Background: an optimization exercise with open tools, aiming at small area. Do not read the settings as production practice. The RTL was checked by simulation tests, not by an equivalence proof against the original design. No activity file was given, so power comes from the tool's default toggle rates.

--- flow/config.mk ---
export PLATFORM = sky130hd
export DESIGN_NAME = pwm_codec
export DESIGN_NICKNAME = pwm_codec
export VERILOG_FILES = /design/flow/design.v
export SDC_FILE = /design/flow/constraint.sdc
export NUM_CORES = 4
export LEC_CHECK = 0
export CAP_MARGIN = 20
export CORE_MARGIN = 2
export CORE_UTILIZATION = 40
export SLEW_MARGIN = 20
--- flow/constraint.sdc ---
create_clock -name core_clock -period 62.5 [get_ports {clk}]
set_input_delay 12.5000 -clock core_clock [delete_from_list [all_inputs] [get_ports {clk}]]
set_output_delay 12.5000 -clock core_clock [all_outputs]
set_load 0.01 [all_outputs]
--- flow/design.v ---
module pwm_cmd_rom (
    input  wire [15:0] sr,      
    input  wire [4:0]  z,       
    output wire        hit,     
    output wire [3:0]  f_start, 
    input  wire [3:0]  f,       
    input  wire [4:0]  n,       
    output wire        f_bit,   
    output wire [4:0]  f_len,   
    output wire [3:0]  f_next   
);
    wire k_00001f05 = (z == 5'd16) && (sr == 16'h1f05);
    wire k_0000abcd = (z == 5'd16) && (sr == 16'habcd);
    wire k_0000e70e = (z == 5'd16) && (sr == 16'he70e);
    wire k_0000e716 = (z == 5'd16) && (sr == 16'he716);
    wire k_0000e72a = (z == 5'd16) && (sr == 16'he72a);
    wire k_0000e731 = (z == 5'd16) && (sr == 16'he731);
    wire k_8000b3c1 = (z == 5'd15) && (sr == 16'hb3c1);
    assign hit = k_00001f05 | k_0000abcd | k_0000e70e | k_0000e716 | k_0000e72a | k_0000e731 | k_8000b3c1;
    assign f_start[0] = k_00001f05 | k_0000e72a;
    assign f_start[1] = k_0000e70e | k_0000e716 | k_0000e72a | k_8000b3c1;
    assign f_start[2] = k_0000e70e | k_0000e72a | k_0000e731;
    assign f_start[3] = k_00001f05 | k_0000e731 | k_8000b3c1;
    assign f_len[0] = (f[0] & !f[3]) | (f[2]) | (!f[0] & f[3]) | (!f[0] & f[1]);
    assign f_len[1] = (!f[0] & !f[1] & !f[2]) | (f[0] & f[1] & !f[2] & !f[3]) | (f[0] & !f[1] & f[2]) | (!f[0] & f[1] & f[3]);
    assign f_len[2] = (f[0] & !f[1] & !f[2] & f[3]) | (!f[0] & f[1] & !f[2]) | (!f[0] & !f[1] & f[2]) | (f[1] & f[2] & !f[3]);
    assign f_len[3] = (!f[0] & f[1] & f[3]);
    assign f_len[4] = (f[1] & !f[3]) | (!f[1] & f[2]) | (!f[0] & !f[2] & f[3]);
    assign f_next[0] = (!f[0]) | (!f[1] & !f[3]) | (!f[2] & f[3]);
    assign f_next[1] = (f[0] & !f[1]) | (!f[0] & f[1]) | (!f[2] & f[3]);
    assign f_next[2] = (f[0] & !f[2]) | (!f[0] & f[2]) | (!f[1] & f[3]) | (f[0] & !f[1]);
    assign f_next[3] = (f[0] & !f[1]) | (f[1] & f[2]) | (f[3]);
    assign f_bit = (!f[0] & f[1] & !f[2] & f[3]) | (n[0] & !n[1] & !n[2] & !n[4] & !f[0] & f[1]) | (!n[0] & !n[1] & n[2] & !n[3] & !f[2]) | (n[2] & n[4] & !f[2]) | (!n[1] & n[2] & n[3] & f[0] & !f[2]) | (n[2] & n[4] & !f[1]) | (!n[1] & n[2] & n[3] & f[0] & !f[1]) | (n[0] & n[2] & !n[3] & f[0] & f[1] & f[2]) | (n[0] & !n[1] & !n[2] & n[3] & f[1] & f[2]) | (n[2] & n[4] & f[0]) | (!n[0] & !n[3] & !n[4] & !f[1] & f[2] & f[3]) | (n[1] & n[2] & n[3] & !f[0] & !f[3]) | (n[1] & n[4] & f[0] & !f[1]) | (n[1] & !n[2] & !n[3] & f[0] & f[1] & !f[2]) | (!n[0] & !n[2] & n[3] & !f[0] & f[2] & !f[3]) | (!n[3] & !n[4] & !f[0] & !f[1] & f[2] & f[3]) | (!n[2] & !n[3] & !n[4] & f[0] & !f[1] & f[2] & !f[3]) | (n[0] & f[0] & !f[1] & !f[2]) | (n[0] & !n[1] & !n[2] & !n[4] & !f[0] & f[2]) | (n[1] & n[4] & !f[2] & f[3]) | (n[0] & !n[2] & f[1] & f[3]) | (!n[0] & n[2] & f[1] & f[3]) | (n[1] & n[2] & n[3] & f[1] & f[2]) | (!n[0] & !f[0] & !f[1] & !f[2] & !f[3]) | (!n[1] & n[2] & n[3] & !f[1] & !f[2]) | (n[1] & n[2] & n[3] & !f[0] & f[2]) | (n[1] & !n[2] & !n[3] & !n[4] & !f[0] & f[1] & f[2] & !f[3]) | (!n[0] & !n[1] & n[2] & f[0] & !f[1]) | (!n[1] & f[0] & !f[1] & !f[2] & f[3]) | (!n[0] & n[1] & n[3] & !f[0] & !f[3]) | (n[0] & !n[1] & n[3] & !f[0] & f[1] & f[2]) | (!n[0] & n[1] & n[3] & f[0] & f[1] & f[2]) | (n[0] & n[1] & n[2] & !f[0] & f[1] & !f[2]) | (!n[0] & n[1] & n[3] & !f[0] & !f[1] & f[2]) | (!n[0] & !n[1] & !n[2] & !n[3] & !n[4] & !f[1] & f[2]);
endmodule
module pwm_codec (
    input  wire clk,
    input  wire rst,         
    input  wire bus_in,
    output wire bus_drive
);
    localparam [1:0] PH_HIGH   = 2'd0;    
    localparam [1:0] PH_LOW    = 2'd1;    
    localparam [1:0] PH_BIT    = 2'd2;    
    localparam [1:0] PH_SETTLE = 2'd3;    
    localparam [3:0] F_INIT0 = 4'd0;
    localparam [3:0] F_NONE  = 4'd15;    
    reg  [14:0] c;
    reg  [1:0]  ph;
    reg         drv;
    reg  [3:0]  f;
    reg  [4:0]  n;
    reg  [15:0] sr;
    reg  [4:0]  z;
    assign bus_drive = drv;
    wire        rx_mode = (f == F_NONE);
    wire        tov     = c[14];
    wire        in_mp   = !ph[1];
    wire        mp_done = in_mp && (tov || (ph[0] && bus_in));
    wire w_ge6   = (c[13:7] >= 7'd3);            
    wire w_ge50  = (c[13:7] >= 7'd25);           
    wire w_ge220 = (c[13:8] >= 6'd55);           
    wire idle    = tov || w_ge220;
    wire noise   = !tov && !w_ge6;
    wire rbit    = w_ge50;
    wire per_end  = &{c[13:9], c[6:0]};                        
    wire mark_end = f_bit ? &{c[13], c[11], c[7], c[4:0]}      
                          : &{c[10:9], c[5:0]};                
    wire retry_out = n[3] & n[0];                              
    wire       hit;
    wire [3:0] f_start;
    wire       f_bit;
    wire [4:0] f_len;
    wire [3:0] f_next;
    pwm_cmd_rom u_rom (
        .sr(sr), .z(z), .hit(hit), .f_start(f_start),
        .f(f), .n(n), .f_bit(f_bit), .f_len(f_len), .f_next(f_next)
    );
    always @(posedge clk) begin
        if (rst) begin
            c   <= 15'd0;
            ph  <= PH_HIGH;
            drv <= 1'b0;
            f   <= F_INIT0;
            n   <= 5'd0;
            sr  <= 16'd0;
            z   <= 5'd16;
        end else begin
            c <= c + 15'd1;
            case (ph)
                PH_HIGH, PH_LOW: begin
                    if (mp_done) begin
                        c  <= 15'd0;
                        ph <= PH_HIGH;
                        if (rx_mode) begin
                            if (idle) begin
                                sr <= 16'd0;
                                z  <= 5'd16;
                                if (hit) begin
                                    f <= f_start;
                                    n <= 5'd0;
                                end
                            end else if (noise) begin
                                z <= 5'd31;
                            end else if (z != 5'd31) begin
                                sr <= {sr[14:0], rbit};
                                if (sr[15])
                                    z <= 5'd0;
                                else if (!z[4])
                                    z <= z + 5'd1;
                            end
                        end else if (tov) begin
                            ph  <= PH_BIT;
                            drv <= 1'b1;
                            n   <= f_len;
                        end else begin
                            n <= n + 5'd1;
                            if (retry_out) begin
                                n <= 5'd0;
                                if (f == F_INIT0)
                                    ph <= PH_SETTLE;      
                                else
                                    f <= f_next;
                            end
                        end
                    end else if (!ph[0] && !bus_in) begin
                        c  <= 15'd0;
                        ph <= PH_LOW;
                    end
                end
                PH_BIT: begin
                    if (mark_end)
                        drv <= 1'b0;
                    if (per_end) begin
                        c <= 15'd0;
                        if (n == 5'd0) begin
                            ph <= PH_SETTLE;
                            n  <= (f == F_INIT0) ? 5'd4 : 5'd3;
                        end else begin
                            n   <= n - 5'd1;
                            drv <= 1'b1;
                        end
                    end
                end
                default: begin   
                    if (per_end) begin
                        c <= 15'd0;
                        n <= n - 5'd1;
                        if (n == 5'd0) begin
                            ph <= PH_HIGH;
                            f  <= f_next;
                            n  <= 5'd0;
                        end
                    end
                end
            endcase
        end
    end
endmodule
--- flow/run.sh ---
#!/bin/bash
# synth_recipe.tcl (not shown) runs the flow's synth.tcl, then flattens the netlist and writes it again
# the make line also repeats each setting of config.mk as NAME=value (left out here)
make -C /OpenROAD-flow-scripts/flow DESIGN_CONFIG=/design/flow/config.mk WORK_HOME=/design/flow/orfs CLKGATE_MAP_FILE= SYNTH_SCRIPT=/design/flow/synth_recipe.tcl finish
==> results of run 1 <==
[flip-flops by register name, summed over array words and instances, names as in the netlist]
signal,cells
f,4
drv,1
ph,2
n,5
z,5
c,15
sr,16
[worst max-delay path, delay by kind of cell]
kind	cells	cell delay, ns
AOI/OAI and AO/OA	4	1.27
buffers and inverters	1	0.47
and+or+nand+nor	2	0.27
[final cells by class]
type / instances / area [um^2] / share of cell area
tap: 105 / 131 / 0.0376
clock inverter: 3 / 46.3 / 0.0133
inverter: 18 / 67.6 / 0.0193
clock buffer: 5 / 68.8 / 0.0197
multi-input combinational: 345 / 2170 / 0.622
sequential: 48 / 961 / 0.275
timing repair buffer: 5 / 45.0 / 0.0129
[worst max-delay path by stage]
stage                       from  slack (ns)  cells past startpoint  endpoint
final                     bus_in       48.18                      7     sr[0]
after global routing      bus_in       47.97                      7     sr[0]
after CTS                 bus_in       48.00                      6    sr[11]
after detailed placement  bus_in       47.70                      6     sr[8]
after global placement    bus_in       47.76                      6    sr[15]
after floorplan           bus_in       48.78                      6      z[2]
[cell usage in the layout (no fill, tap or decap), types with 8 or more instances in the layout]
cell type and count:
nand3_1 34, nand2_1 43, xor2_1 10, dfxtp_1 48, nand4_1 8, inv_1 17
a21oi_1 44, nor2_1 48, ha_1 14, o21ai_0 23, xnor2_1 8
[cells by family after synthesis]
group | share of synthesized area
and+or+nand+nor | 0.298
DFF | 0.285
AOI/OAI and AO/OA | 0.237
adders and majority gates | 0.0519
xor gates and xnor gates | 0.0468
muxes | 0.00891
buffers and inverters | 0.0720
[metrics by stage]
stage,cells,area [um^2]
3_5_place_dp,521,3370
3_3_place_gp,521,3370
2_1_floorplan,445,3370
4_1_cts,529,3490
6_report,529,3490
5_1_grt,529,3490
[where the power goes]
part,leakage (nW),internal (mW),switching [mW]
registers,0.388,0.0314,0.00181
logic,0.681,0.00424,0.00584
clock network,0.0548,0.0121,0.0113
[metal layers]
metal	track usage	wire length (um)	vias up
met1	0.268	4000	1461
li1	-	-	1561
met5	0	0	-
met2	0.280	3490	67
met3	0.0274	336	6
met4	0.0405	63	0
==> notes.md, run 1 <==
- Die height: 95.8 um
- Worst-path fanout max: 17
- CTS tree: yes
- RSZ-0062 raised after global routing: false
- Final #Nets: 440
- Initial DRC Count: 246
- GR Util All Layers: 0.182
- CP Data Required Time: 62.69 ns
- Hold depth: 1
- Diode count: 0
- Min Hold Slack: 0.466 ns
- Postcts setup bufs: 0
- Worst r2r path cells: 8
- Reg clk slew, reported paths: 0.10 ns
- Final hold vios: 0
- Slack of the critical path: 48.18 ns
- Setup Skew: 0.0103 ns
- Reg2reg start: f[0]
- Max_cap viols: 0
- Leading area contributor after synthesis: dfxtp_1
- # DRC: 0
- Routed vias: 3,095
- CP Data Arrival Time: 14.52 ns
- Final period utilization: 0.229
- Final WL: 7.89 mm
- Clk sinks: 48
- Pins Over Slew Limit: 0
- # setup viols final: 0
- Pin count of the biggest net entering global routing: 39
- Clock Latency Late Sink: 0.31 ns
- FF+latch count, synth: 48
- Yosys cell types: 69
- DP Wirelength: 5.45 mm
- Mapped Cells: 445
- Ys async rst share: 0
- Pwr dens: 19.1 mW/mm^2
- DR vias/cell: 5.85
- Status: finished clean
- Kind of critical path: in2reg
- First-pass GRT wire length: 13.6 mm
- CTS resizes: 0
- Critical path, cell by cell: clkdlybuf4s50_1 > and2_1 > o21ai_0 > a21o_1 > a211oi_1 > a21oi_1 > nor2_1
- VDD IR max: 0.0138 mV
- Worst Hold Endpoint: c[0]
- Critical path endpoint category: flop
- H-tree level count: 2
- Pleak: 1.12 nW
- PortBufs: 3
- Slowest-stage cell, CP: a21o_1
- Placer Congestion: 0.857
- Period minus WS final: 14.32 ns
- Post-Place Setup Slack: 47.70 ns
- Top cells by area, synth: dfxtp_1 28%, a21oi_1 6.7%, nor2_1 5.3%
- Row cnt: 33
- Leading cell types by count after synthesis: 48 x dfxtp_1, 48 x nor2_1, 45 x a21oi_1, 43 x nand2_1, 34 x nand3_1
- Vias in the first global route: 2,869
- Syn-to-layout area delta: 3.56%
- Main flop type after synthesis: dfxtp_1
- Die Area: 0.00918 mm^2
- Hold buffer count at CTS: 0
- Path category of the worst min-delay check: reg2reg
- Synth warn: 1
- Clock buffer depth: 2
- Global route total overflow: 0
- Reg2reg end: z[2]
- Initial antenna violation count: 0
- Max-slew headroom: 0.536
- DRT antenna net count: 0
- CP max stage delay: 0.53 ns
- Critical Path Start Type: primary input
- I/O pins: 4
- Root Driver: clkbuf_8
- Layout cells sized above 1: 0.0755
- Post-synthesis sequential area ratio: 0.285
- Drt wl/cell: 14.9 um
- Fillers: 846
- Avg Synthesized Cell Area: 7.58 um^2
- CORE AREA: 0.00818 mm^2
- Setup tns final: 0 ns
- Reg2reg setup slack: 59.68 ns
- Highest clock rate: 69.8 MHz
- Pwr Total: 0.0667 mW
- Initial Util: 0.412
- Width of the chip: 95.8 um
- Min-delay src: c[0]
- Syn Std Cell Area: 0.00337 mm^2
- Drt first pass iters: 5
- Core Util, Final: 0.427
- Mapped Nets: 462
- Number of synthesized flops with an enable pin: 0
- CTS Buf Count: 5
- Measured slew at the worst slew-check pin: 0.688 ns
- Top cell type's share of synthesized area: 0.285
==> run 2, diff against run 1 <==
==> flow/flow/run.sh (new file) <==
#!/bin/bash
# Layout flow: the standard synthesis; then the combinational logic between
# the flip-flops is mapped again by ABC with an area-oriented script (the
# flip-flops keep their instances, names and cell types), proven equivalent
# to the standard netlist, and laid out by the standard flow from
# floorplan to finish. Each tool writes its output to its own log here.
set -euo pipefail
here=$(pwd)
R=$here/orfs/results/$FLOW_PLATFORM/pwm_codec/base
LIB=$FLOW_HOME/platforms/$FLOW_PLATFORM/lib/sky130_fd_sc_hd__tt_025C_1v80.lib
YOSYS=$(command -v yosys || true)
[[ -n "$YOSYS" ]] || YOSYS=$FLOW_HOME/../tools/install/yosys/bin/yosys

bash standard.sh synth > synth.log 2>&1
cp "$R/1_2_yosys.v" std_synth.v

python3 flow/resyn.py std_synth.v resyn.v "$FLOW_TOP" "$LIB" "$YOSYS" > resyn.log 2>&1
bash flow/eqcheck.sh std_synth.v resyn.v "$FLOW_TOP" "$YOSYS" > eqcheck.log 2>&1

cp resyn.v "$R/1_2_yosys.v"
bash standard.sh > layout.log 2>&1
==> flow/flow/eqcheck.sh (new file) <==
#!/bin/bash
# eqcheck.sh STD.v NEW.v TOP YOSYS: prove NEW.v equivalent to STD.v (flip-flops paired by name)
set -euo pipefail
sed -e 's/^(\* blackbox \*)$//' cell_models.v > eq_models.v
python3 - eq_models.v <<'PY'
import re, sys
t = open(sys.argv[1]).read()
t = re.sub(r'(module (sky130_fd_sc_hd__dfxtp_\d)\(CLK, D, Q\);\n  input CLK;\n  input D;\n  output Q;\n)',
           r'\1  reg Q;\n  always @(posedge CLK) Q <= D;\n', t)
open(sys.argv[1], 'w').write(t)
PY
sed -e "s/^module $3\b/module eq_gold/" $1 > eq_gold.v
sed -e "s/^module $3\b/module eq_gate/" $2 > eq_gate.v
$4 -p "read_verilog eq_models.v; read_verilog eq_gold.v; read_verilog eq_gate.v; \
  hierarchy -check; proc; flatten eq_gold eq_gate; opt_clean; \
  equiv_make eq_gold eq_gate eq; hierarchy -top eq; equiv_simple; equiv_induct; equiv_status -assert"
==> flow/flow/resyn.py (new file) <==
#!/usr/bin/env python3
"""Map the combinational logic of a synthesised sky130hd netlist again, for area.

usage: resyn.py STD.v OUT.v TOP LIB YOSYS

Every combinational cell of STD.v is replaced by its function (from the
liberty), the flip-flops stay as they are (same instances, names and cell
types), and ABC maps the logic between them again with an area-oriented
script. Writes OUT.v, then checks that the flip-flops and ports are unchanged.
"""
import re, subprocess, sys

std, out, top, lib, yosys = sys.argv[1:6]
libtext = open(lib).read()
nl = open(std).read()
used = set(re.findall(r'^\s*(sky130_fd_sc_hd__\w+)\s', nl, re.M))
SEQ = re.compile(r'sky130_fd_sc_hd__(df|edf|sdf|sedf|dl)')

def block(text, start):
    i, depth = start, 1
    while depth:
        if text[i] == '{': depth += 1
        elif text[i] == '}': depth -= 1
        i += 1
    return text[start:i]

models = []
dont_use = []
for m in re.finditer(r'\n\s*cell\s*\(\s*"?(sky130_fd_sc_hd__\w+)"?\s*\)\s*\{', libtext):
    name = m.group(1)
    if 'lpflow' in name or 'probe' in name:
        dont_use.append(name)
    body = block(libtext, m.end())
    pins = []
    for pm in re.finditer(r'\n\s*pin\s*\(\s*"?(\w+)"?\s*\)\s*\{', body):
        pb = block(body, pm.end())
        d = re.search(r'direction\s*:\s*"?(\w+)', pb).group(1)
        f = re.search(r'\bfunction\s*:\s*"([^"]*)"', pb)
        pins.append((pm.group(1), d, f.group(1) if f else None))
    seq = SEQ.match(name) is not None
    outs = [p for p, d, f in pins if d != 'input']
    if not outs or (not seq and any(f is None for p, d, f in pins if d != 'input')):
        continue
    if any(d not in ('input', 'output') for p, d, f in pins):
        continue
    if len(set(p for p, d, f in pins)) != len(pins) or name in dont_use:
        continue
    models.append(('(* blackbox *)\n' if seq else '') + 'module %s(%s);' % (name, ', '.join(p for p, _, _ in pins)))
    for p, d, f in pins:
        models.append('  %s %s;' % ('input' if d == 'input' else 'output', p))
    if not seq:
        for p, d, f in pins:
            if d == 'output':
                e = f.replace('!', '~').replace('+', '|').replace('*', '&')
                e = re.sub(r'([\w)])\s+(?=[\w(~])', r'\1 & ', e)
                models.append('  assign %s = %s;' % (p, e))
    models.append('endmodule')
open('cell_models.v', 'w').write('\n'.join(models) + '\n')

open('resyn.abc', 'w').write('strash\n&get -n\n&dch -f\n&nf -R 1000\n&put\n')
du = ' '.join('-dont_use %s' % c for c in dont_use)
open('resyn.ys', 'w').write(f"""read_verilog cell_models.v
read_verilog {std}
hierarchy -top {top}
scratchpad -set flatten.separator @@
flatten
rename -hide w:*@@*
techmap
opt
abc -liberty {lib} {du} -script resyn.abc
opt_clean
hilomap -singleton -hicell sky130_fd_sc_hd__conb_1 HI -locell sky130_fd_sc_hd__conb_1 LO
write_verilog -noattr -nohex -nodec {out}
stat -liberty {lib}
""")
subprocess.run([yosys, '-s', 'resyn.ys'], check=True)

def flops(text):
    return sorted((c, n) for c, n in re.findall(r'^\s*(sky130_fd_sc_hd__\w+)\s+(\\\S+|\w+)\s*\(', text, re.M)
                  if SEQ.match(c))
def ports(text):
    m = re.search(r'module\s+' + re.escape(top) + r'\s*\((.*?)\);', text, re.S)
    return sorted(x.strip() for x in m.group(1).split(','))
new = open(out).read()
a, b = flops(nl), flops(new)
print('flip-flops: %d standard, %d remapped' % (len(a), len(b)))
if a != b or ports(nl) != ports(new):
    print('MISMATCH in flip-flops or ports')
    sys.exit(1)
bad = [c for c in set(re.findall(r'^\s*(sky130_fd_sc_hd__\w+)\s', new, re.M)) if c in dont_use]
if bad:
    print('dont_use cells used:', bad)
    sys.exit(1)
print('ok')
==> flow/standard.sh (new file) <==
#!/bin/bash
# synth_recipe.tcl (not shown) runs the flow's synth.tcl, then flattens the netlist and writes it again
# the make line also repeats each setting of config.mk as NAME=value (left out here)
make -C /OpenROAD-flow-scripts/flow DESIGN_CONFIG=/design/flow/config.mk WORK_HOME=/design/flow/orfs CLKGATE_MAP_FILE= SYNTH_SCRIPT=/design/flow/synth_recipe.tcl "${@:-finish}"
removed: flow/run.sh
==> run 2 against run 1 <==
Compared with the run above:
- critical path depth did not move
- still clean on timing, DRC and antenna
- final area is 13% lower
- clock skew fell by 0.0035 ns
==> notes.md, run 2 <==
- Pleak: 0.933 nW (-17%)
- Drt first pass iters: 5 (unchanged)
- Path category of the worst min-delay check: reg2reg
- Setup tns final: 0 ns (unchanged)
- Measured slew at the worst slew-check pin: 0.829 ns (+0.141 ns)
- Placed Area: 0.00293 mm^2 (-13%)
- Period minus WS final: 14.85 ns (+0.523 ns)
- Most flops, register: sr
- Diode count: 0 (unchanged)
- Pin count of the biggest net entering global routing: 31 (-21%)
- Global route total overflow: 0 (unchanged)
- Highest clock rate: 67.4 MHz (-3.5%)
- Register area: 961 um^2 (unchanged)
- DR vias/cell: 6.15 (+5.1%)
- Max-slew headroom: 0.447 (-0.0883)
- Initial antenna violation count: 0 (unchanged)
- # setup viols final: 0 (unchanged)
- Worst path bufs/invs: 1 (unchanged)
- PortBufs: 3 (unchanged)
- Drt wl/cell: 15.1 um (+1.3%)
- Clk sinks: 48 (unchanged)
- Initial DRC Count: 264 (+7.3%)
- Initial Util: 0.411 (-0.000976)
- Placer Congestion: 0.843 (-1.6%)
- H-tree level count: 2 (unchanged)
- Pwr dens: 18.8 mW/mm^2 (-1.6%)
- VDD IR max: 0.0136 mV (-1.2%)
- Met1 Wirelength: 3.62 mm (-9.5%)
- Most frequent cell on the critical path: a21oi_1
- Max_cap viols: 0 (unchanged)
- Pins Over Slew Limit: 0 (unchanged)
- Syn-to-layout area delta: 8.73%
- DP Wirelength: 4.78 mm (-12%)
- Kind of critical path: in2reg
- DRT antenna net count: 0 (unchanged)
- Width of the chip: 87.4 um (-8.8%)
- Postcts setup bufs: 0 (unchanged)
- First-pass GRT wire length: 12.2 mm (-10%)
- Post-Place Setup Slack: 47.36 ns (-0.334 ns)
- CTS tree: yes
- Status: finished clean
- Syn Std Cell Area: 0.00278 mm^2 (-18%)
- Critical Path Start Type: primary input
- Worst-path fanout max: 11 (-6)
- Footprint of the multi-input gates: 0.00180 mm^2 (-17%)
- Clock buffer depth: 2 (unchanged)
- Layout cells sized above 1: 0.0257 (-0.0498)
- GR Util All Layers: 0.193 (+0.0112)
- Critical path endpoint category: flop
- Slack of the critical path: 47.65 ns (-0.523 ns)
- Mapped Cells: 376 (-16%)
- Highest metal used: met4
- Synth warn: 1 (unchanged)
- CTS Buf Count: 5 (unchanged)
- Routed wl met2: 3.07 mm (-12%)
- Routed length on met3: 310 um (-7.7%)
- Row cnt: 30 (-9.1%)
- I/O pins: 4 (unchanged)
- Setup Skew: 0.00686 ns (-0.00346 ns)
- Root Driver: clkbuf_8
- Reg clk slew, reported paths: 0.09 ns (about the same)
- Clock Latency Late Sink: 0.30 ns (about the same)
- Slowest-stage cell, CP: a22oi_1
- Commonest non-fill, non-tap cell in the layout: dfxtp_1
- Die height: 87.4 um (-8.8%)
- CP max stage delay: 0.67 ns (+0.14 ns)
- CORE AREA: 0.00676 mm^2 (-17%)
- Die Area: 0.00763 mm^2 (-17%)
- Vias in the first global route: 2,532 (-12%)
- Final #Nets: 391 (-11%)
- Pwr Total: 0.0568 mW (-15%)
- Critical path, cell by cell: clkdlybuf4s50_1 > a21oi_1 > a211o_1 > a22oi_1 > nand3_1 > or3_1 > a21oi_1
- CP top delay family: compound AO/OA/AOI/OAI gates
- Largest register FFs: 16 (unchanged)
- Routed vias: 2,884 (-6.8%)
- Most frequent cells in the layout: 48 x dfxtp_1, 45 x nand2_1, 45 x nor2_1
- Min Hold Slack: 0.478 ns (+0.0120 ns)
- Fillers: 685 (-19%)
- RSZ-0062 raised after global routing: false
- Hold buffer count at CTS: 0 (unchanged)
- Final WL: 7.09 mm (-10%)
- CP Data Arrival Time: 15.08 ns (+0.56 ns)
- Final instance area: 0.00302 mm^2 (-13%)
- # DRC: 0 (unchanged)
- CTS resizes: 0 (unchanged)
- Avg Synthesized Cell Area: 7.39 um^2 (-2.4%)
- Largest regs: sr (16), c (15)
- Final hold vios: 0 (unchanged)
- Final period utilization: 0.238 (+0.00836)
- Mapped Nets: 379 (-18%)
- CP Data Required Time: 62.74 ns (+0.05 ns)
-- run 2: final timing paths --
path,start,end,slack [ns],cells past startpoint
worst min register to register,c[0],c[0],0.48,1
worst min-delay path,c[0],c[0],0.48,1
worst max-delay path,bus_in,f[1],47.65,7
worst max register to register,z[1],f[1],58.97,10
-- run 2: cell type report --
type,instances,share of cell area
clock buffer,6,0.0273
clock inverter,2,0.00497
inverter,6,0.00745
multi-input combinational,322,0.594
sequential,48,0.318
tap,80,0.0331
timing repair buffer,5,0.0149
-- run 2: metal layers --
layer,vias to the layer above,track usage
li1,1466,-
met4,0,0.0503
met1,1337,0.296
met5,-,0
met2,72,0.278
met3,9,0.0303
-- run 2: stage by stage --
stage,util,instances
2_1_floorplan,-,376
3_3_place_gp,0.433,461
3_5_place_dp,0.433,461
4_1_cts,0.447,469
5_1_grt,0.447,469
6_report,0.447,469
-- run 2: report_power, final --
part	switching, mW	internal, mW
sequential	0.00124	0.0311
clock	0.0106	0.00897
combinational	0.00287	0.00202
total	0.0147	0.0421
==> run 3, diff against run 2 <==
--- a/flow/design.v
+++ b/flow/design.v
@@ -48,9 +48,8 @@
     reg  [1:0]  ph;
     reg         drv;
     reg  [3:0]  f;
-    reg  [4:0]  n;
+    reg  [4:0]  q;       
     reg  [15:0] sr;
-    reg  [4:0]  z;
     assign bus_drive = drv;
     wire        rx_mode = (f == F_NONE);
     wire        tov     = c[14];
@@ -65,15 +64,15 @@
     wire per_end  = &{c[13:9], c[6:0]};                        
     wire mark_end = f_bit ? &{c[13], c[11], c[7], c[4:0]}      
                           : &{c[10:9], c[5:0]};                
-    wire retry_out = n[3] & n[0];                              
+    wire retry_out = q[4] & q[3] & q[0];                       
     wire       hit;
     wire [3:0] f_start;
     wire       f_bit;
     wire [4:0] f_len;
     wire [3:0] f_next;
     pwm_cmd_rom u_rom (
-        .sr(sr), .z(z), .hit(hit), .f_start(f_start),
-        .f(f), .n(n), .f_bit(f_bit), .f_len(f_len), .f_next(f_next)
+        .sr(sr), .z(q), .hit(hit), .f_start(f_start),
+        .f(f), .n(q), .f_bit(f_bit), .f_len(f_len), .f_next(f_next)
     );
     always @(posedge clk) begin
         if (rst) begin
@@ -81,9 +80,8 @@
             ph  <= PH_HIGH;
             drv <= 1'b0;
             f   <= F_INIT0;
-            n   <= 5'd0;
+            q   <= 5'd16;
             sr  <= 16'd0;
-            z   <= 5'd16;
         end else begin
             c <= c + 15'd1;
             case (ph)
@@ -94,32 +92,32 @@
                         if (rx_mode) begin
                             if (idle) begin
                                 sr <= 16'd0;
-                                z  <= 5'd16;
-                                if (hit) begin
+                                q  <= 5'd16;
+                                if (hit)
                                     f <= f_start;
-                                    n <= 5'd0;
-                                end
                             end else if (noise) begin
-                                z <= 5'd31;
-                            end else if (z != 5'd31) begin
+                                q <= 5'd31;
+                            end else if (q != 5'd31) begin
                                 sr <= {sr[14:0], rbit};
                                 if (sr[15])
-                                    z <= 5'd0;
-                                else if (!z[4])
-                                    z <= z + 5'd1;
+                                    q <= 5'd0;
+                                else if (!q[4])
+                                    q <= q + 5'd1;
                             end
                         end else if (tov) begin
                             ph  <= PH_BIT;
                             drv <= 1'b1;
-                            n   <= f_len;
+                            q   <= f_len;
                         end else begin
-                            n <= n + 5'd1;
+                            q <= q + 5'd1;
                             if (retry_out) begin
-                                n <= 5'd0;
-                                if (f == F_INIT0)
+                                if (f == F_INIT0) begin
                                     ph <= PH_SETTLE;      
-                                else
+                                    q  <= 5'd0;
+                                end else begin
                                     f <= f_next;
+                                    q <= 5'd16;
+                                end
                             end
                         end
                     end else if (!ph[0] && !bus_in) begin
@@ -132,11 +130,11 @@
                         drv <= 1'b0;
                     if (per_end) begin
                         c <= 15'd0;
-                        if (n == 5'd0) begin
+                        if (q == 5'd0) begin
                             ph <= PH_SETTLE;
-                            n  <= (f == F_INIT0) ? 5'd4 : 5'd3;
+                            q  <= (f == F_INIT0) ? 5'd4 : 5'd3;
                         end else begin
-                            n   <= n - 5'd1;
+                            q   <= q - 5'd1;
                             drv <= 1'b1;
                         end
                     end
@@ -144,11 +142,11 @@
                 default: begin   
                     if (per_end) begin
                         c <= 15'd0;
-                        n <= n - 5'd1;
-                        if (n == 5'd0) begin
+                        q <= q - 5'd1;
+                        if (q == 5'd0) begin
                             ph <= PH_HIGH;
                             f  <= f_next;
-                            n  <= 5'd0;
+                            q  <= 5'd16;
                         end
                     end
                 end
--- a/flow/flow/run.sh
+++ b/flow/flow/run.sh
@@ -3,7 +3,8 @@
 # the flip-flops is mapped again by ABC with an area-oriented script (the
 # flip-flops keep their instances, names and cell types), proven equivalent
 # to the standard netlist, and laid out by the standard flow from
-# floorplan to finish. Each tool writes its output to its own log here.
+# floorplan to finish, with the clock tree options in flow/cts.args. Each
+# tool writes its output to its own log here.
 set -euo pipefail
 here=$(pwd)
 R=$here/orfs/results/$FLOW_PLATFORM/pwm_codec/base
@@ -18,4 +19,5 @@
 bash flow/eqcheck.sh std_synth.v resyn.v "$FLOW_TOP" "$YOSYS" > eqcheck.log 2>&1
 
 cp resyn.v "$R/1_2_yosys.v"
-bash standard.sh > layout.log 2>&1
+# clock tree options (flow/cts.args): the standard ones without dummy loads
+bash standard.sh "CTS_ARGS=$(cat flow/cts.args)" finish > layout.log 2>&1
==> flow/flow/cts.args (new file) <==
-sink_clustering_enable -repair_clock_nets -dont_use_dummy_load -sink_clustering_size 50 -sink_clustering_max_diameter 300 -buf_list sky130_fd_sc_hd__clkbuf_16
==> run 3 against run 2 <==
Compared with the run above:
- critical path type unchanged
- maximum frequency increased by 2.1%
- combinational power increased by 11%
- critical endpoint is now f[0]
- clock skew is 0.0058 ns higher
- area after synthesis is 5.3% lower
- still clean on timing, DRC and antenna
- first-iteration DRC count is 16% higher
- global-route usage up 1.5 points
- register-to-register slack better by 0.43 ns
- synthesized cell count is 1.1% lower
- largest cell class unchanged
==> notes.md, run 3 <==
- Root Driver: clkbuf_16
- Most frequent cells in the layout: 48 x nand2_1, 46 x nor2_1, 44 x a21oi_1
- Initial DRC Count: 306 (+16%)
- Mapped Nets: 375 (-1.1%)
- CTS Buf Count: 5 (unchanged)
- DP Wirelength: 4.94 mm (+3.4%)
- Width of the chip: 85.1 um (-2.6%)
- Mapped Cells: 372 (-1.1%)
- Placed cell count: 454 (-1.5%)
- Clk sinks: 43 (-10%)
- Final WL: 7.21 mm (+1.8%)
- Pins Over Slew Limit: 0 (unchanged)
- Min-delay src: c[0]
- Hold depth: 1 (unchanged)
- Clock Latency Late Sink: 0.28 ns (-0.02 ns)
- Layout cells sized above 1: 0.0209 (-0.00476)
- Max-slew headroom: 0.412 (-0.0357)
- Avg Synthesized Cell Area: 7.08 um^2 (-4.3%)
- Drt first pass iters: 6 (+1)
- Syn-to-layout area delta: 9.93%
- Clock buffer depth: 2 (unchanged)
- Reg2reg start: q[0]
- Final period utilization: 0.233 (-0.00485)
- Vias in the first global route: 2,568 (+1.4%)
- Status: finished clean
- Reg2reg setup slack: 59.40 ns (+0.43 ns)
- VDD IR max: 0.0130 mV (-4.7%)
- Worst Hold Endpoint: c[0]
- CP Data Required Time: 62.64 ns (-0.10 ns)
- Syn Std Cell Area: 0.00263 mm^2 (-5.3%)
- CORE AREA: 0.00635 mm^2 (-6.0%)
- Final hold vios: 0 (unchanged)
- Reg clk slew, reported paths: 0.06 ns (-0.03 ns)
- H-tree level count: 2 (unchanged)
- Setup tns final: 0 ns (unchanged)
- First-pass GRT wire length: 12.6 mm (+3.2%)
- # DRC: 0 (unchanged)
- CTS resizes: 0 (unchanged)
- Kind of critical path: in2reg
- Pin count of the biggest net entering global routing: 31 (unchanged)
- Highest clock rate: 68.8 MHz (+2.1%)
- Postcts setup bufs: 0 (unchanged)
- Most flops, register: sr
- Final #Nets: 387 (-1.0%)
- DRT antenna net count: 0 (unchanged)
- Max_cap viols: 0 (unchanged)
- Largest register FFs: 16 (unchanged)
- Initial Util: 0.415 (+0.00310)
- Period minus WS final: 14.54 ns (-0.303 ns)
- Row cnt: 29 (-3.3%)
- Worst-path fanout max: 7 (-4)
- Hold buffer count at CTS: 0 (unchanged)
- Path category of the worst min-delay check: reg2reg
- Pleak: 0.893 nW (-4.3%)
- Drt wl/cell: 15.7 um (+4.0%)
- Diode count: 0 (unchanged)
- Commonest non-fill, non-tap cell in the layout: nand2_1
- Placer Congestion: 0.867 (+2.8%)
- Pwr dens: 20.5 mW/mm^2 (+9.0%)
- CP Data Arrival Time: 14.68 ns (-0.40 ns)
- RSZ-0062 raised after global routing: false
- # setup viols final: 0 (unchanged)
- Critical path endpoint category: flop
- Die Area: 0.00725 mm^2 (-5.1%)
- Measured slew at the worst slew-check pin: 0.875 ns (+0.0455 ns)
- Worst r2r path cells: 7 (-3)
- Routed vias: 2,861 (-0.80%)
- CTS tree: yes
- GR Util All Layers: 0.208 (+0.0149)
- Initial antenna violation count: 0 (unchanged)
- Largest regs: sr (16), c (15), q (5)
- Setup Skew: 0.0127 ns (+0.00582 ns)
- Die height: 85.1 um (-2.6%)
- DR vias/cell: 6.23 (+1.4%)
- PortBufs: 3 (unchanged)
- Post-Layout Cell Count: 459 (-2.1%)
- Synth warn: 1 (unchanged)
- Reg2reg end: f[0]
- Critical Path Start Type: primary input
- Global route total overflow: 0 (unchanged)
- I/O pins: 4 (unchanged)
run 3: worst max path at each step:
stage	startpoint	endpoint	slack [ns]	depth (start not counted)
after floorplan	bus_in	f[0]	48.56	10
after global placement	bus_in	f[0]	47.74	11
after detailed placement	bus_in	f[0]	47.70	11
after CTS	bus_in	f[0]	47.97	11
after global routing	bus_in	f[1]	47.71	11
final	bus_in	f[0]	47.96	11
run 3: final cells by class:
class	instances	area, um^2
flip-flops and latches	43	861
repair buffers	5	40.0
inverters	6	22.5
fillers	655	3460
well taps	77	96.3
clock buffers	5	125
multi-input cells	323	1750
run 3: power breakdown:
| part | switching (mW) | internal, mW | leakage (nW) |
|---|---|---|---|
| combinational | 0.00320 | 0.00224 | 0.484 |
| clock | 0.0100 | 0.0141 | 0.0616 |
| sequential | 0.00170 | 0.0280 | 0.348 |
run 3: through the flow:
| stage | cell area [um^2] | hold WS [ns] | worst slack (ns) | utilization | power (mW) |
|---|---|---|---|---|---|
| after global routing | 2890 | 0.501 | 47.71 | 0.456 | 0.0618 |
| final | 2890 | 0.472 | 47.96 | 0.456 | 0.0593 |
| after CTS | 2900 | 0.471 | 47.97 | 0.457 | 0.0598 |
| after floorplan | 2630 | 0.433 | 48.56 | - | 0.0336 |
| after global placement | 2770 | 0.448 | 47.74 | 0.436 | 0.0356 |
| after detailed placement | 2770 | 0.455 | 47.70 | 0.437 | 0.0356 |
run 3: critical path, stage by stage:
cell and delay, ns:
clkdlybuf4s50_1 0.51, nor2_1 0.05, nor2_1 0.14, o21a_1 0.26
a21oi_1 0.10, nor2_1 0.10, o21ai_0 0.08, nor3_1 0.40
o21a_1 0.28, mux2i_1 0.20, nor2_1 0.05
run 3: routing by layer:
layer / part of all wire / GRT usage / wire length [um]
met1: 0.48 / 0.303 / 3470
met2: 0.45 / 0.326 / 3280
met3: 0.053 / 0.0302 / 381
met4: 0.011 / 0.0476 / 82
met5: 0 / 0 / 0
==> run 4, diff against run 3 <==
==> flow/flow/cts.args (replaced) <==
-sink_clustering_enable -repair_clock_nets -dont_use_dummy_load
==> run 4 against run 3 <==
Compared with the run above:
- maximum frequency is essentially flat
- final area fell by 1.9%
- final cell count unchanged
- critical path type unchanged
- clock skew increased by 0.0079 ns
- largest power group unchanged
- highest routed layer unchanged
- largest cell class unchanged
- still clean on timing, DRC and antenna
- global-route usage is the same
- clock power decreased by 32%
- worst setup slack gained 0.0034 ns
- combinational power is essentially flat
- routed wire length grew 0.50%
- flip-flop and latch count stayed put
- total power is 13% lower
- first-iteration DRC count is 7.8% higher
==> notes.md, run 4 <==
- CTS tree: yes
- Width of the chip: 85.1 um (unchanged)
- Measured slew at the worst slew-check pin: 0.849 ns (-0.0258 ns)
- RSZ-0062 raised after global routing: false
- Post-Place Setup Slack: 47.70 ns (unchanged)
- # DRC: 0 (unchanged)
- Register area: 861 um^2 (unchanged)
- DRT antenna net count: 0 (unchanged)
- Commonest non-fill, non-tap cell in the layout: nand2_1
- Most flops, register: sr
- Setup Skew: 0.0206 ns (+0.00790 ns)
- Die height: 85.1 um (unchanged)
- Avg Synthesized Cell Area: 7.08 um^2 (unchanged)
- Syn-to-layout area delta: 7.79%
- Initial antenna violation count: 0 (unchanged)
- DP Wirelength: 4.94 mm (unchanged)
- Global route total overflow: 0 (unchanged)
- CTS Buf Count: 5 (unchanged)
- Largest regs: sr (16), c (15), q (5)
- Setup tns final: 0 ns (unchanged)
- Pin count of the biggest net entering global routing: 31 (unchanged)
- Drt wl/cell: 15.8 um (+0.50%)
- First-pass GRT wire length: 12.6 mm (unchanged)
- Postcts setup bufs: 0 (unchanged)
- Final hold vios: 0 (unchanged)
- Pwr Total: 0.0514 mW (-13%)
- CP Data Required Time: 62.65 ns (about the same)
- GR Util All Layers: 0.208 (unchanged)
- Synth warn: 1 (unchanged)
- Min-delay src: c[0]
- Highest clock rate: 68.8 MHz (about the same)
- Mapped Nets: 375 (unchanged)
- Initial DRC Count: 330 (+7.8%)
- DR vias/cell: 6.19 (-0.70%)
- Reg2reg start: q[0]
- Root Driver: clkbuf_8
- Most frequent cells in the layout: 48 x nand2_1, 46 x nor2_1, 44 x a21oi_1
- Clock Latency Late Sink: 0.30 ns (+0.02 ns)
- Final WL: 7.25 mm (+0.50%)
- Mapped Cells: 372 (unchanged)
- Clock buffer depth: 2 (unchanged)
- Final instance area: 0.00284 mm^2 (-1.9%)
- Pleak: 0.868 nW (-2.9%)
- Drt first pass iters: 4 (-2)
- Fillers: 660 (+0.76%)
- Clk sinks: 43 (unchanged)
- PortBufs: 3 (unchanged)
- CTS resizes: 0 (unchanged)
- Pins Over Slew Limit: 0 (unchanged)
- Die Area: 0.00725 mm^2 (unchanged)
- Initial Util: 0.415 (unchanged)
- Hold buffer count at CTS: 0 (unchanged)
- Status: finished clean
- CORE AREA: 0.00635 mm^2 (unchanged)
- # setup viols final: 0 (unchanged)
- Slack of the critical path: 47.96 ns (+0.00340 ns)
- Period minus WS final: 14.54 ns (-0.00340 ns)
- Placer Congestion: 0.867 (unchanged)
- Layout cells sized above 1: 0.0209 (unchanged)
- H-tree level count: 2 (unchanged)
- Max_cap viols: 0 (unchanged)
- Largest register FFs: 16 (unchanged)
- Syn Std Cell Area: 0.00263 mm^2 (unchanged)
- I/O pins: 4 (unchanged)
- Routed vias: 2,841 (-0.70%)
- VDD IR max: 0.0127 mV (-1.7%)
- Critical path endpoint category: flop
- Footprint of the multi-input gates: 0.00175 mm^2 (unchanged)
- Row cnt: 29 (unchanged)
- Max-slew headroom: 0.429 (+0.0174)
- Worst-path fanout max: 7 (unchanged)
- Reg clk slew, reported paths: 0.08 ns (+0.02 ns)
- Final #Nets: 387 (unchanged)
- Kind of critical path: in2reg
- Critical Path Start Type: primary input
- Final period utilization: 0.233 (about the same)
- Path category of the worst min-delay check: reg2reg
- Diode count: 0 (unchanged)
- Pwr dens: 18.1 mW/mm^2 (-11%)
- Worst Setup SP: bus_in
- Placed Area: 0.00277 mm^2 (unchanged)
- CP Data Arrival Time: 14.69 ns (about the same)
- Vias in the first global route: 2,577 (+0.35%)
-- run 4: metal layers --
metal | vias up | global-route usage | share of wire | wire length, um
met2 | 85 | 0.325 | 0.46 | 3310
met1 | 1314 | 0.304 | 0.48 | 3500
met5 | - | 0 | 0 | 0
met3 | 6 | 0.0302 | 0.053 | 381
li1 | 1436 | - | - | -
met4 | 0 | 0.0476 | 0.0073 | 53
-- run 4: report_power, final --
group          internal [mW]  switching, mW  total [mW]
sequential            0.0279        0.00172      0.0297
clock                0.00722        0.00914      0.0164
combinational        0.00224        0.00319     0.00542
total                 0.0374         0.0140      0.0514
-- run 4: worst paths after layout --
kind | to | slack (ns) | cells after the start
worst min-delay path | c[0] | 0.48 | 1
worst max-delay path | f[0] | 47.96 | 11
worst min register to register | c[0] | 0.48 | 1
worst max register to register | f[0] | 59.42 | 7
-- run 4: layout make-up --
class                      count  area share
clock buffer                   5      0.0243
multi-input combinational    323       0.616
inverter                       6     0.00794
tap                           77      0.0340
timing repair buffer           5      0.0141
sequential                    43       0.303
-- run 4: critical path, stage by stage --
cell and delay (ns):
clkdlybuf4s50_1 0.51, nor2_1 0.05, nor2_1 0.14, o21a_1 0.28, a21oi_1 0.10, nor2_1 0.11
o21ai_0 0.08, nor3_1 0.40, o21a_1 0.28, mux2i_1 0.20, nor2_1 0.05
-- run 4: stage by stage --
stage               hold WS (ns)   util  cells
finish                     0.477  0.447    459
CTS                        0.477  0.448    459
global placement           0.448  0.436    453
floorplan                  0.433      -    372
global route               0.506  0.447    459
detailed placement         0.455  0.437    454
==> run 5, diff against run 4 <==
--- a/flow/flow/run.sh
+++ b/flow/flow/run.sh
@@ -3,7 +3,7 @@
 # the flip-flops is mapped again by ABC with an area-oriented script (the
 # flip-flops keep their instances, names and cell types), proven equivalent
 # to the standard netlist, and laid out by the standard flow from
-# floorplan to finish, with the clock tree options in flow/cts.args. Each
+# floorplan to finish, with the options in flow/cts.args and flow/ports.args. Each
 # tool writes its output to its own log here.
 set -euo pipefail
 here=$(pwd)
@@ -19,5 +19,6 @@
 bash flow/eqcheck.sh std_synth.v resyn.v "$FLOW_TOP" "$YOSYS" > eqcheck.log 2>&1
 
 cp resyn.v "$R/1_2_yosys.v"
-# clock tree options (flow/cts.args): the standard ones without dummy loads
-bash standard.sh "CTS_ARGS=$(cat flow/cts.args)" finish > layout.log 2>&1
+# clock tree options (flow/cts.args: the standard ones, without dummy loads and
+# with small buffers) and the port buffer cell (flow/ports.args)
+bash standard.sh "CTS_ARGS=$(cat flow/cts.args)" "BUFFER_PORTS_ARGS=$(cat flow/ports.args)" finish > layout.log 2>&1
==> flow/flow/cts.args (replaced) <==
-sink_clustering_enable -repair_clock_nets -dont_use_dummy_load -buf_list sky130_fd_sc_hd__clkbuf_8
==> flow/flow/ports.args (new file) <==
-buffer_cell sky130_fd_sc_hd__buf_1
--- a/flow/config.mk
+++ b/flow/config.mk
@@ -7,5 +7,6 @@
 export LEC_CHECK = 0
 export CAP_MARGIN = 20
 export CORE_MARGIN = 2
-export CORE_UTILIZATION = 40
+export CORE_UTILIZATION = 65
+export PLACE_DENSITY = 0.8
 export SLEW_MARGIN = 20
==> run 5 against run 4 <==
Compared with the run above:
- total power decreased by 1.2%
- count of clock-buffer cells in the layout unchanged
- area after synthesis unchanged
- register-to-register slack got worse by 0.26 ns
==> notes.md, run 5 <==
- Clk sinks: 43 (unchanged)
- Syn Std Cell Area: 0.00263 mm^2 (unchanged)
- Initial Util: 0.668 (+0.253)
- Avg Synthesized Cell Area: 7.08 um^2 (unchanged)
- Final hold vios: 0 (unchanged)
- Syn-to-layout area delta: 5.99%
- Min Hold Slack: 0.473 ns (-0.00393 ns)
- CTS Buf Count: 5 (unchanged)
- Pleak: 0.859 nW (-0.98%)
- Reg2reg setup slack: 59.16 ns (-0.26 ns)
- CTS resizes: 0 (unchanged)
- Initial antenna violation count: 0 (unchanged)
- Comb pwr share: 0.104 (about the same)
- RSZ-0062 raised after global routing: false
- Clock Latency Late Sink: 0.30 ns (about the same)
- PortBufs: 3 (unchanged)
- Reg clk slew, reported paths: 0.09 ns (about the same)
- Routed vias: 2,897 (+2.0%)
- Internal Power: 0.0372 mW (-0.44%)
- Final period utilization: 0.225 (-0.00735)
- Mapped Nets: 375 (unchanged)
- Final WL: 6.56 mm (-9.5%)
- Die height: 67.6 um (-21%)
- DR vias/cell: 6.71 (+8.3%)
- Final instance area: 0.00279 mm^2 (-1.7%)
- Global route total overflow: 0 (unchanged)
- Width of the chip: 67.6 um (-21%)
- GR Util All Layers: 0.303 (+0.0952)
- Diode count: 0 (unchanged)
- CTS tree: yes
- Placed Area: 0.00272 mm^2 (-1.9%)
- Layout cells sized above 1: 0.0183 (-0.00262)
- Final #Nets: 387 (unchanged)
- Measured slew at the worst slew-check pin: 0.954 ns (+0.106 ns)
- Critical Path Start Type: primary input
- Highest clock rate: 71.0 MHz (+3.3%)
- Slack of the critical path: 48.42 ns (+0.459 ns)
- Net Sw Frac: 0.267 (-0.00575)
- Drt first pass iters: 6 (+2)
- Initial DRC Count: 351 (+6.4%)
- I/O pins: 4 (unchanged)
- Sw Pwr: 0.0136 mW (-3.3%)
- Placer Congestion: 0.873 (+0.68%)
- Clock buffer depth: 2 (unchanged)
- Period minus WS final: 14.08 ns (-0.459 ns)
- Largest regs: sr (16), c (15), q (5)
- Setup tns final: 0 ns (unchanged)
- Mapped Cells: 372 (unchanged)
- Vias in the first global route: 2,315 (-10%)
- # DRC: 0 (unchanged)
- DRT antenna net count: 0 (unchanged)
- Status: finished clean
- Drt wl/cell: 15.2 um (-3.9%)
- First-pass GRT wire length: 10.7 mm (-15%)
- H-tree level count: 2 (unchanged)
- # setup viols final: 0 (unchanged)
- Hold depth: 1 (unchanged)
- CORE AREA: 0.00394 mm^2 (-38%)
- Row cnt: 23 (-21%)
- Hold buffer count at CTS: 0 (unchanged)
- Clk pwr share: 0.312 (-0.006)
- Max-slew headroom: 0.359 (-0.0702)
- Setup Skew: 0.0212 ns (+0.000588 ns)
- Synth warn: 1 (unchanged)
- Most frequent cells in the layout: 48 x nand2_1, 46 x nor2_1, 44 x a21oi_1
- VDD IR max: 0.0178 mV (+40%)
- Die Area: 0.00458 mm^2 (-37%)
- Worst r2r path cells: 8 (+1)
- Max_cap viols: 0 (unchanged)
- Pwr dens: 18.2 mW/mm^2 (+0.46%)
- Postcts setup bufs: 0 (unchanged)
- CP Data Required Time: 62.66 ns (about the same)
- Critical path endpoint category: flop
- Worst-path fanout max: 7 (unchanged)
- Pins Over Slew Limit: 0 (unchanged)
- Root Driver: clkbuf_8
- CP Data Arrival Time: 14.24 ns (-0.45 ns)
- Kind of critical path: in2reg
- Reg power frac: 0.584 (+0.007)
- Largest register FFs: 16 (unchanged)
- Path category of the worst min-delay check: reg2reg
- Commonest non-fill, non-tap cell in the layout: nand2_1
- Post-Place Setup Slack: 48.14 ns (+0.441 ns)
- DP Wirelength: 4.59 mm (-7.1%)
- Pin count of the biggest net entering global routing: 31 (unchanged)
- Most flops, register: sr
==> run 5: layout make-up <==
cell class,instances,area (um^2)
clock buffer,5,68.8
tap,50,62.6
inverter,6,22.5
fill,339,1150
timing repair buffer,5,26.3
multi-input combinational,323,1750
sequential,43,861
==> run 5: path summary, 6_finish.rpt <==
check / from / to
max reg2reg: q[0] / sr[14]
max: bus_in / f[1]
min reg2reg: c[0] / c[0]
min: c[0] / c[0]
==> run 5: per-layer routing <==
| metal | GRT usage | vias up | wire (um) |
|---|---|---|---|
| met5 | 0 | - | 0 |
| met4 | 0.0995 | 0 | 129 |
| met2 | 0.485 | 125 | 3020 |
| met3 | 0.0600 | 16 | 427 |
| li1 | - | 1439 | - |
| met1 | 0.407 | 1317 | 2980 |
==> run 5: stage by stage <==
stage | util | cells | total power, mW
4_1_cts | 0.708 | 432 | 0.0510
3_5_place_dp | 0.690 | 427 | 0.0353
5_1_grt | 0.708 | 432 | 0.0529
2_1_floorplan | - | 372 | 0.0336
3_3_place_gp | 0.688 | 426 | 0.0353
6_report | 0.708 | 432 | 0.0508
==> run 5: power by group through the flow <==
stage / logic, mW / clock network, mW / registers (mW)
floorplan: 0.00380 / 0 / 0.0298
global placement: 0.00506 / 0 / 0.0302
detailed placement: 0.00515 / 0 / 0.0302
CTS: 0.00521 / 0.0162 / 0.0296
global route: 0.00593 / 0.0172 / 0.0297
finish: 0.00527 / 0.0159 / 0.0297
==> run 5: critical path, stage by stage <==
cell     delay [ns]
buf_1          0.11
nor2_1         0.05
nor2_1         0.14
o21a_1         0.27
a21oi_1        0.09
nor2_1         0.10
o21ai_0        0.08
nor3_1         0.38
o21a_1         0.26
mux2i_1        0.19
nor2_1         0.05
==> run 6, diff against run 5 <==
--- a/flow/flow/run.sh
+++ b/flow/flow/run.sh
@@ -15,7 +15,7 @@
 bash standard.sh synth > synth.log 2>&1
 cp "$R/1_2_yosys.v" std_synth.v
 
-python3 flow/resyn.py std_synth.v resyn.v "$FLOW_TOP" "$LIB" "$YOSYS" > resyn.log 2>&1
+python3 flow/resyn.py std_synth.v resyn.v "$FLOW_TOP" "$LIB" "$YOSYS" 3 60 > resyn.log 2>&1
 bash flow/eqcheck.sh std_synth.v resyn.v "$FLOW_TOP" "$YOSYS" > eqcheck.log 2>&1
 
 cp resyn.v "$R/1_2_yosys.v"
--- a/flow/flow/resyn.py
+++ b/flow/flow/resyn.py
@@ -1,16 +1,19 @@
 #!/usr/bin/env python3
 """Map the combinational logic of a synthesised sky130hd netlist again, for area.
 
-usage: resyn.py STD.v OUT.v TOP LIB YOSYS
+usage: resyn.py STD.v OUT.v TOP LIB YOSYS [NSEEDS [SECONDS]]
 
 Every combinational cell of STD.v is replaced by its function (from the
 liberty), the flip-flops stay as they are (same instances, names and cell
-types), and ABC maps the logic between them again with an area-oriented
-script. Writes OUT.v, then checks that the flip-flops and ports are unchanged.
+types), and ABC maps the logic between them again with area-oriented
+scripts (&deepsyn with a few seeds, and a plain &dch/&nf mapping); the
+smallest result is kept. Writes OUT.v, then checks that the flip-flops and ports are unchanged.
 """
 import re, subprocess, sys
 
 std, out, top, lib, yosys = sys.argv[1:6]
+NSEEDS = int(sys.argv[6]) if len(sys.argv) > 6 else 3
+DEEP_T = int(sys.argv[7]) if len(sys.argv) > 7 else 60
 libtext = open(lib).read()
 nl = open(std).read()
 used = set(re.findall(r'^\s*(sky130_fd_sc_hd__\w+)\s', nl, re.M))
@@ -57,9 +60,15 @@
     models.append('endmodule')
 open('cell_models.v', 'w').write('\n'.join(models) + '\n')
 
-open('resyn.abc', 'w').write('strash\n&get -n\n&dch -f\n&nf -R 1000\n&put\n')
 du = ' '.join('-dont_use %s' % c for c in dont_use)
-open('resyn.ys', 'w').write(f"""read_verilog cell_models.v
+SCRIPTS = {'nf': 'strash\n&get -n\n&dch -f\n&nf -R 1000\n&put\n'}
+for seed in range(1, NSEEDS + 1):
+    SCRIPTS['deep%d' % seed] = ('strash\n&get -n\n&deepsyn -T %d -S %d\n&dch -f\n&nf -R 1000\n&put\n'
+                                % (DEEP_T, seed))
+procs = {}
+for tag, script in SCRIPTS.items():
+    open('resyn_%s.abc' % tag, 'w').write(script)
+    open('resyn_%s.ys' % tag, 'w').write(f"""read_verilog cell_models.v
 read_verilog {std}
 hierarchy -top {top}
 scratchpad -set flatten.separator @@
@@ -67,13 +76,23 @@
 rename -hide w:*@@*
 techmap
 opt
-abc -liberty {lib} {du} -script resyn.abc
+abc -liberty {lib} {du} -script resyn_{tag}.abc
 opt_clean
 hilomap -singleton -hicell sky130_fd_sc_hd__conb_1 HI -locell sky130_fd_sc_hd__conb_1 LO
-write_verilog -noattr -nohex -nodec {out}
-stat -liberty {lib}
+write_verilog -noattr -nohex -nodec resyn_{tag}.v
+tee -o resyn_{tag}.stat stat -liberty {lib}
 """)
-subprocess.run([yosys, '-s', 'resyn.ys'], check=True)
+    procs[tag] = subprocess.Popen([yosys, '-s', 'resyn_%s.ys' % tag],
+                                  stdout=open('resyn_%s.log' % tag, 'w'), stderr=subprocess.STDOUT)
+areas = {}
+for tag, p in procs.items():
+    if p.wait() == 0:
+        st = open('resyn_%s.stat' % tag).read()
+        areas[tag] = float(re.search(r'Chip area for module .*?: ([\d.]+)', st).group(1))
+print('areas:', areas)
+best = min(areas, key=areas.get)
+print('best:', best, areas[best])
+open(out, 'w').write(open('resyn_%s.v' % best).read())
 
 def flops(text):
     return sorted((c, n) for c, n in re.findall(r'^\s*(sky130_fd_sc_hd__\w+)\s+(\\\S+|\w+)\s*\(', text, re.M)
--- a/flow/config.mk
+++ b/flow/config.mk
@@ -7,6 +7,5 @@
 export LEC_CHECK = 0
 export CAP_MARGIN = 20
 export CORE_MARGIN = 2
-export CORE_UTILIZATION = 65
-export PLACE_DENSITY = 0.8
+export CORE_UTILIZATION = 40
 export SLEW_MARGIN = 20
==> run 6 against run 5 <==
Compared with the run above:
- still clean
- register-to-register slack got worse by 0.24 ns
- sequential power fell by 5%
- global-route usage fell by 11 points
- maximum frequency fell by 0.18%
- synthesized cell count fell by 19%
- final cell count fell by 11%
- largest power group unchanged
==> notes.md, run 6 <==
- DP Wirelength: 3.96 mm (-14%)
- CTS tree: yes
- CTS resizes: 0 (unchanged)
- Reg power frac: 0.608 (+0.024)
- Die height: 80.1 um (+18%)
- Synth warn: 1 (unchanged)
- Placed cell count: 378 (-11%)
- Status: finished clean
- Final hold vios: 0 (unchanged)
- Final #Nets: 316 (-18%)
- Clk pwr share: 0.349 (+0.037)
- GR Util All Layers: 0.190 (-0.113)
- CORE AREA: 0.00554 mm^2 (+41%)
- Syn Std Cell Area: 0.00232 mm^2 (-12%)
- Pwr dens: 18.6 mW/mm^2 (+2.2%)
- Max_cap viols: 0 (unchanged)
- Mapped Nets: 305 (-19%)
- Setup Skew: 0.0212 ns (+0.00000930 ns)
- Layout cells sized above 1: 0.0193 (+0.000968)
- DRT antenna net count: 0 (unchanged)
- Initial antenna violation count: 0 (unchanged)
- Worst-path fanout max: 16 (+9)
- VDD IR max: 0.00890 mV (-50%)
- Pin count of the biggest net entering global routing: 19 (-39%)
- Width of the chip: 80.1 um (+18%)
- Comb pwr share: 0.043 (-0.061)
- I/O pins: 4 (unchanged)
- Hold buffer count at CTS: 0 (unchanged)
- Postcts setup bufs: 0 (unchanged)
- CTS Buf Count: 5 (unchanged)
- Initial DRC Count: 219 (-38%)
- Period minus WS final: 14.11 ns (+0.0253 ns)
- Placed Area: 0.00242 mm^2 (-11%)
- Max-slew headroom: 0.323 (-0.0356)
- Largest regs: sr (16), c (15), q (5)
- Clk sinks: 43 (unchanged)
- Internal Power: 0.0356 mW (-4.5%)
- Vias in the first global route: 2,006 (-13%)
- Worst Hold Endpoint: c[0]
- Fillers: 597 (+76%)
- Mapped Cells: 302 (-19%)
- Sw Pwr: 0.0108 mW (-20%)
- CP max stage delay: 0.78 ns (+0.40 ns)
- Pins Over Slew Limit: 0 (unchanged)
- Drt wl/cell: 14.8 um (-2.5%)
- Reg2reg setup slack: 58.92 ns (-0.24 ns)
- Setup tns final: 0 ns (unchanged)
- Path category of the worst min-delay check: reg2reg
- Worst r2r path cells: 12 (+4)
- Slowest-stage cell, CP: nor2_1
- Initial Util: 0.418 (-0.250)
- Global route total overflow: 0 (unchanged)
- Critical path, cell by cell: buf_1 > a31oi_1 > nor2_1 > o21ai_0 > nor2_1 > nor2_1 > a22o_1
- Net Sw Frac: 0.234 (-0.0337)
- Row cnt: 27 (+17%)
- CP Data Required Time: 62.73 ns (+0.07 ns)
- DR vias/cell: 5.92 (-12%)
- CP Data Arrival Time: 14.34 ns (+0.10 ns)
- RSZ-0062 raised after global routing: false
- Avg Synthesized Cell Area: 7.67 um^2 (+8.4%)
- # DRC: 0 (unchanged)
- Largest register FFs: 16 (unchanged)
- Reg clk slew, reported paths: 0.07 ns (-0.02 ns)
- # setup viols final: 0 (unchanged)
- Final period utilization: 0.226 (+0.000405)
- Most flops, register: sr
- Reg2reg end: drv
- First-pass GRT wire length: 9.76 mm (-8.7%)
- Hold depth: 1 (unchanged)
- Most frequent cells in the layout: 43 x nor2_1, 43 x dfxtp_1, 32 x nand2_1
- Final instance area: 0.00249 mm^2 (-11%)
- Diode count: 0 (unchanged)
- Placer Congestion: 0.873 (about the same)
- Min-delay src: c[0]
- Post-Place Setup Slack: 48.08 ns (-0.0580 ns)
- Most frequent cell on the critical path: nor2_1
- Highest clock rate: 70.9 MHz (-0.18%)
- Clock Latency Late Sink: 0.30 ns (about the same)
- Pleak: 0.826 nW (-3.9%)
- Reg2reg start: f[0]
- Critical path endpoint category: flop
- Final WL: 5.67 mm (-14%)
- Syn-to-layout area delta: 7.67%
- Slack of the critical path: 48.39 ns (-0.0253 ns)
- Drt first pass iters: 5 (-1)
- Post-Layout Cell Count: 383 (-11%)
- PortBufs: 3 (unchanged)
- Critical Path Start Type: primary input
- Die Area: 0.00641 mm^2 (+40%)
- H-tree level count: 2 (unchanged)
- Kind of critical path: in2reg
- Measured slew at the worst slew-check pin: 1.01 ns (+0.0570 ns)
- Clock buffer depth: 2 (unchanged)
- Root Driver: clkbuf_8
- Routed vias: 2,268 (-22%)
-- run 6: how the worst max path moves through the flow --
stage | start | to | slack (ns) | depth (start not counted)
4_1_cts | bus_in | sr[5] | 48.40 | 7
6_report | bus_in | sr[5] | 48.39 | 7
3_5_place_dp | bus_in | sr[8] | 48.08 | 7
2_1_floorplan | bus_in | sr[0] | 48.37 | 5
3_3_place_gp | bus_in | sr[13] | 48.11 | 7
5_1_grt | bus_in | sr[4] | 48.14 | 7
-- run 6: final cells by class --
type,instances,area [um^2],share of cell area
inverter,5,18.8,0.00753
timing repair buffer,4,18.8,0.00753
multi-input combinational,254,1440,0.576
tap,72,90.1,0.0361
sequential,43,861,0.345
clock buffer,5,68.8,0.0276
-- run 6: power by group through the flow --
stage          sequential, mW  combinational, mW  clock, mW
6_report               0.0282            0.00201     0.0162
2_1_floorplan          0.0287            0.00145          0
3_5_place_dp           0.0288            0.00203          0
5_1_grt                0.0283            0.00232     0.0176
4_1_cts                0.0282            0.00204     0.0167
3_3_place_gp           0.0288            0.00204          0
-- run 6: routing by layer --
metal  track usage  wire length (um)  vias up
met5             0                 0        -
met4        0.0542                44        0
met3        0.0416               214        5
met2         0.281              2540       46
met1         0.276              2870     1046
li1              -                 -     1171
-- run 6: worst max-delay path: cells and delay by family --
kind / cells / cell delay [ns]
simple gates: 3 / 0.91
compound gates: 3 / 0.83
buf+inv: 1 / 0.11
-- run 6: metrics by stage --
stage / util / hold slack (ns) / total power [mW]
4_1_cts: 0.450 / 0.474 / 0.0470
5_1_grt: 0.450 / 0.499 / 0.0482
6_report: 0.450 / 0.482 / 0.0464
3_5_place_dp: 0.438 / 0.462 / 0.0309
3_3_place_gp: 0.438 / 0.447 / 0.0309
2_1_floorplan: - / 0.433 / 0.0301

[port drivers added, routing unchanged]
In the flow no input, the clock included, has a driving cell. The finished layouts below were timed again as built, in two steps. Step 1 sets driving cells, clkbuf_16 on the clock port and buf_2 on the other inputs (assumed; they add their load-dependent delay and slew). Step 2, shift: input delay + t, output delay - t, t = (earliest + latest rising clock arrival at the registers) / 2. This alone moves slack from input paths to output paths. Slacks: ideal / step 1 / step 2; pairs: ideal / step 1.
run	t (ns)	slack for setup (ns)	worst data-port slew with drivers (ns)
run 1	0.334	48.176 / 48.188 / 47.854	0.03
run 2	0.323	47.653 / 47.662 / 47.339	0.03
run 3	0.307	47.956 / 47.964 / 47.656	0.03
run 4	0.317	47.960 / 47.963 / 47.646	0.03
run 5	0.317	48.419 / 48.427 / 48.110	0.03
run 6	0.324	48.394 / 48.403 / 48.080	0.03
After both steps every run listed still meets setup and hold. The setup slack of run 1, which loses most, moves by +0.012 ns with the drivers and by -0.322 ns with both steps.
